What follows belongs to an exercise in optimizing a design on an open flow for small area and a short achievable clock period; a production flow would make more cautious choices. Where RTL was checked, it was by simulation tests only, not by an equivalence proof against the original. Power figures rest on the tool's default switching activity, not on a simulated workload.

==> 04-05: inputs <==
// kstc_tx
module kstc_tx #(
    parameter MAX_PAYLOAD = 64
) (
    input  wire                     clk,
    input  wire                     rst,
    input  wire                     start,
    output wire                     ready,
    input  wire [7:0]               pri,
    input  wire [15:0]              src,
    input  wire [15:0]              dst,
    input  wire [15:0]              dspec,
    input  wire [63:0]              tid,
    input  wire [6:0]               len,
    input  wire [8*MAX_PAYLOAD-1:0] payload,
    output wire                     tx_valid,
    output wire [7:0]               tx_byte,
    input  wire                     tx_accept,
    output reg                      done,
    output reg                      ok
);
==> module kstc_tx, before the edit <==
module kstc_tx #(
    parameter MAX_PAYLOAD = 64
) (
    input  wire                     clk,
    input  wire                     rst,
    input  wire                     start,
    output wire                     ready,
    input  wire [7:0]               pri,
    input  wire [15:0]              src,
    input  wire [15:0]              dst,
    input  wire [15:0]              dspec,
    input  wire [63:0]              tid,
    input  wire [6:0]               len,
    input  wire [8*MAX_PAYLOAD-1:0] payload,
    output wire                     tx_valid,
    output wire [7:0]               tx_byte,
    input  wire                     tx_accept,
    output reg                      done,
    output reg                      ok
);
    localparam [7:0]  DELIM    = 8'h9E;
    localparam [7:0]  ESC      = 8'h8E;
    reg [7:0]               r_pri;
    reg [15:0]              r_src;
    reg [15:0]              r_dst;
    reg [15:0]              r_dspec;
    reg [63:0]              r_tid;
    reg [8*MAX_PAYLOAD-1:0] r_payload;
    reg        busy;       
    reg        idle;       
    reg        lden;       
    reg [7:0]  ob;         
    reg        ob_close;   
    reg        pend;       
    reg        pend_b4;    
    reg [7:0]  nb;         
    reg        nb_crc;     
    reg        nb_close;   
    reg        ph_hdr, ph_hcrc, ph_pay, ph_pcrc, ph_close;
    reg [7:0]  hlo;
    reg [3:0]  hhi;
    reg [7:0]  plo;
    reg [7:0]  phi;
    reg        crc_sh;     
    reg [6:0]  rem;        
    reg        zlen;       
    reg [31:0] crc;
    wire [8*28-1:0] hdr = {8'h80, 8'h00, 8'h00, 8'h00, r_tid, 64'd0,
                           r_dspec, r_dst, r_src, r_pri, 8'h00};
    reg [7:0] fetch, grp;
    integer g, l;
    always @* begin
        fetch = 8'h00;
        for (g = 0; g < 4; g = g + 1) begin
            grp = 8'h00;
            for (l = 0; l < 8; l = l + 1)
                grp = grp | (hdr[64*g + 8*l +: 8] & {8{hlo[l]}});
            fetch = fetch | (grp & {8{hhi[g]}});
        end
        for (g = 0; g < MAX_PAYLOAD / 8; g = g + 1) begin
            grp = 8'h00;
            for (l = 0; l < 8; l = l + 1)
                grp = grp | (r_payload[64*g + 8*l +: 8] & {8{plo[l]}});
            fetch = fetch | (grp & {8{phi[g]}});
        end
    end
    wire [7:0] lb     = nb_crc ? ~crc[7:0] : nb;
    wire       lb_esc = !nb_close && (lb == DELIM || lb == ESC);
    wire [31:0] crc_step;
    kstc_crc32c_step u_crc (
        .crc_in  (crc),
        .data    (nb),
        .crc_out (crc_step)
    );
    assign ready    = idle;
    assign tx_valid = busy;
    assign tx_byte  = ob;
    always @(posedge clk) begin
        if (rst) begin
            busy <= 1'b0;
            idle <= 1'b1;
            lden <= 1'b1;
            done <= 1'b0;
        end else if (!busy) begin
            busy <= start;
            idle <= !start;
            lden <= !start;
            done <= 1'b0;
        end else begin
            busy <= tx_accept && !ob_close;
            idle <= !tx_accept || ob_close;
            lden <= !tx_accept || ob_close || (!pend && nb_close);
            done <= !tx_accept || ob_close;
        end
        ok <= tx_accept;
        if (lden) begin
            r_pri     <= pri;
            r_src     <= src;
            r_dst     <= dst;
            r_dspec   <= dspec;
            r_tid     <= tid;
            r_payload <= payload;
        end
        if (lden) begin
            ob       <= DELIM;
            ob_close <= 1'b0;
            pend     <= 1'b0;
            nb       <= 8'h00;       
            nb_crc   <= 1'b0;
            nb_close <= 1'b0;
            ph_hdr   <= 1'b1;
            ph_hcrc  <= 1'b0;
            ph_pay   <= 1'b0;
            ph_pcrc  <= 1'b0;
            ph_close <= 1'b0;
            hlo      <= 8'b0000_0010;    
            hhi      <= 4'b0001;
            plo      <= 8'b0000_0000;
            phi      <= 8'b0000_0000;
            crc_sh   <= 1'b0;
            rem      <= len;
            zlen     <= (len == 7'd0);
            crc      <= 32'hFFFFFFFF;
        end else if (pend) begin
            ob   <= pend_b4 ? ~DELIM : ~ESC;
            pend <= 1'b0;
        end else begin
            ob       <= nb_close ? DELIM : (lb_esc ? ESC : lb);
            pend     <= lb_esc;
            pend_b4  <= lb[4];
            ob_close <= nb_close;
            crc      <= crc_sh ? {8'hFF, crc[31:8]} : crc_step;
            nb       <= fetch;
            nb_crc   <= ph_hcrc || ph_pcrc;
            crc_sh   <= ph_hcrc || ph_pcrc || ph_close;
            nb_close <= ph_close;
            hlo      <= {hlo[6:0], hlo[7]};
            plo      <= {plo[6:0], plo[7]};
            if (ph_hdr) begin
                if (hlo[7])
                    hhi <= {hhi[2:0], 1'b0};
                if (hhi[3] && hlo[3]) begin      
                    ph_hdr  <= 1'b0;
                    ph_hcrc <= 1'b1;
                    hhi     <= 4'b0000;
                    hlo     <= 8'b0000_0001;
                end
            end
            if (ph_hcrc && hlo[3]) begin
                ph_hcrc <= 1'b0;
                ph_pay  <= !zlen;
                ph_pcrc <= zlen;
                hlo     <= {7'd0, zlen};
                plo     <= {7'd0, !zlen};
                phi     <= {7'd0, !zlen};
            end
            if (ph_pay) begin
                rem <= rem - 1'b1;
                if (plo[7])
                    phi <= {phi[6:0], 1'b0};
                if (rem == 7'd1) begin
                    ph_pay  <= 1'b0;
                    ph_pcrc <= 1'b1;
                    plo     <= 8'b0000_0000;
                    phi     <= 8'b0000_0000;
                    hlo     <= 8'b0000_0001;
                end
            end
            if (ph_pcrc && hlo[3]) begin
                ph_pcrc  <= 1'b0;
                ph_close <= 1'b1;
            end
            if (ph_close)
                ph_close <= 1'b0;
        end
    end
endmodule
export LEC_CHECK = 0
export CAP_MARGIN = 20
export CORE_MARGIN = 2
export CORE_UTILIZATION = 40
export SETUP_SLACK_MARGIN = 4.7
export SLEW_MARGIN = 20
create_clock -name core_clock -period 6.5 [get_ports {clk}]
standard.sh (not shown) runs the stock make flow with config.mk's settings and CLKGATE_MAP_FILE= SYNTH_SCRIPT=/design/flow/synth_recipe.tcl, a recipe that flattens the netlist after the stock synthesis.
==> flow/flow/run.sh <==
#!/bin/bash
# Standard ORFS layout, except: the port buffers are buf_1 cells rather than
# the delay cells buffer_ports picks by default, and clock tree synthesis
# adds no dummy loads and clusters up to 24 sinks per leaf buffer.
set -euo pipefail
export BUFFER_PORTS_ARGS="-buffer_cell sky130_fd_sc_hd__buf_1"
export CTS_ARGS="-sink_clustering_enable -repair_clock_nets -dont_use_dummy_load -sink_clustering_size 24 -sink_clustering_max_diameter 120"
bash standard.sh > standard_flow.log 2>&1
==> inputs of 11-04, as changes to 04-05 <==
--- a/flow/design.v
+++ b/flow/design.v
@@ -52,9 +52,7 @@
     reg        nb_close;   
     reg        ph_hdr, ph_hcrc, ph_pay, ph_pcrc, ph_close;
-    reg [7:0]  hlo;
+    reg [7:0]  klo;
     reg [3:0]  hhi;
-    reg [7:0]  plo;
     reg [7:0]  phi;
-    reg        crc_sh;     
     reg [6:0]  rem;        
     reg        zlen;       
@@ -69,5 +67,5 @@
             grp = 8'h00;
             for (l = 0; l < 8; l = l + 1)
-                grp = grp | (hdr[64*g + 8*l +: 8] & {8{hlo[l]}});
+                grp = grp | (hdr[64*g + 8*l +: 8] & {8{klo[l]}});
             fetch = fetch | (grp & {8{hhi[g]}});
         end
@@ -75,5 +73,5 @@
             grp = 8'h00;
             for (l = 0; l < 8; l = l + 1)
-                grp = grp | (r_payload[64*g + 8*l +: 8] & {8{plo[l]}});
+                grp = grp | (r_payload[64*g + 8*l +: 8] & {8{klo[l]}});
             fetch = fetch | (grp & {8{phi[g]}});
         end
@@ -87,4 +85,5 @@
         .crc_out (crc_step)
     );
+    wire [7:0] klo_rot = {klo[6:0], klo[7]};
     assign ready    = idle;
     assign tx_valid = busy;
@@ -128,9 +127,7 @@
             ph_pcrc  <= 1'b0;
             ph_close <= 1'b0;
-            hlo      <= 8'b0000_0010;    
+            klo      <= 8'b0000_0010;    
             hhi      <= 4'b0001;
-            plo      <= 8'b0000_0000;
             phi      <= 8'b0000_0000;
-            crc_sh   <= 1'b0;
             rem      <= len;
             zlen     <= (len == 7'd0);
@@ -144,42 +141,38 @@
             pend_b4  <= lb[4];
             ob_close <= nb_close;
-            crc      <= crc_sh ? {8'hFF, crc[31:8]} : crc_step;
+            crc      <= nb_crc ? {8'hFF, crc[31:8]} : crc_step;
             nb       <= fetch;
             nb_crc   <= ph_hcrc || ph_pcrc;
-            crc_sh   <= ph_hcrc || ph_pcrc || ph_close;
             nb_close <= ph_close;
-            hlo      <= {hlo[6:0], hlo[7]};
-            plo      <= {plo[6:0], plo[7]};
+            klo      <= klo_rot;
             if (ph_hdr) begin
-                if (hlo[7])
+                if (klo[7])
                     hhi <= {hhi[2:0], 1'b0};
-                if (hhi[3] && hlo[3]) begin      
+                if (hhi[3] && klo[3]) begin      
                     ph_hdr  <= 1'b0;
                     ph_hcrc <= 1'b1;
                     hhi     <= 4'b0000;
-                    hlo     <= 8'b0000_0001;
+                    klo     <= 8'b0000_0001;
                 end
             end
-            if (ph_hcrc && hlo[3]) begin
+            if (ph_hcrc && klo[3]) begin
                 ph_hcrc <= 1'b0;
                 ph_pay  <= !zlen;
                 ph_pcrc <= zlen;
-                hlo     <= {7'd0, zlen};
-                plo     <= {7'd0, !zlen};
                 phi     <= {7'd0, !zlen};
+                klo     <= 8'b0000_0001;
             end
             if (ph_pay) begin
                 rem <= rem - 1'b1;
-                if (plo[7])
+                if (klo[7])
                     phi <= {phi[6:0], 1'b0};
                 if (rem == 7'd1) begin
                     ph_pay  <= 1'b0;
                     ph_pcrc <= 1'b1;
-                    plo     <= 8'b0000_0000;
                     phi     <= 8'b0000_0000;
-                    hlo     <= 8'b0000_0001;
+                    klo     <= 8'b0000_0001;
                 end
             end
-            if (ph_pcrc && hlo[3]) begin
+            if (ph_pcrc && klo[3]) begin
                 ph_pcrc  <= 1'b0;
                 ph_close <= 1'b1;
==> flow/flow/run.sh (replaced) <==
#!/bin/bash
# Standard ORFS layout, except: the port buffers are buf_1 cells rather than
# the delay cells buffer_ports picks by default, and clock tree synthesis
# adds no dummy loads and non-critical gates are downsized after global routing.
set -euo pipefail
export BUFFER_PORTS_ARGS="-buffer_cell sky130_fd_sc_hd__buf_1"
export CTS_ARGS="-sink_clustering_enable -repair_clock_nets -dont_use_dummy_load "
export RECOVER_POWER=100
bash standard.sh > standard_flow.log 2>&1
Settings changed: SETUP_SLACK_MARGIN 4.7 to 3.9.
==> inputs of 12-15, as changes to 04-05 <==
Settings changed: CORE_UTILIZATION 40 to 60, SETUP_SLACK_MARGIN 4.7 to 4.3.
==> summary of the runs <==
11-04 finished but fails on capacitance limit, slew limit. 12-15 completed with no timing, DRC or antenna violations. 04-05 completed with no timing, DRC or antenna violations. The highest clock skew belongs to 11-04, the lowest to 12-15. Total power: 12-15 < 04-05 < 11-04. Between 11-04 and 12-15, the lower non-clock buffer count is in 11-04 (gap 19). Of 11-04 and 12-15, 12-15 has the higher sequential power (gap about 0.7%, measured against 12-15). Critical path depth is the same in 04-05 and 12-15.
The RTL of 11-04 was laid out without a check of its function.

==> port drivers added, routing unchanged <==
The results above use ideal ports. As a check the final layouts listed here were re-extracted and re-timed, cells and wires unchanged. Step 1: set_driving_cell puts a clkbuf_16 on clk and a buf_2 on each other input, an assumption about the parent block. Step 2 also shifts input and output timing later by t, the mid clock arrival at the registers, as if the neighbouring blocks saw the same clock. a / b / c = no drivers / after step 1 / after step 2; a / b = the first two.
run | t, ns | setup WS [ns] | pins driven straight from the clock port
04-05 | 0.637 | 4.146 / 4.077 / 4.178 | 1
11-04 | 0.659 | 2.476 / 2.476 / 2.476 | 1
12-15 | 0.623 | 4.150 / 4.089 / 4.200 | 1
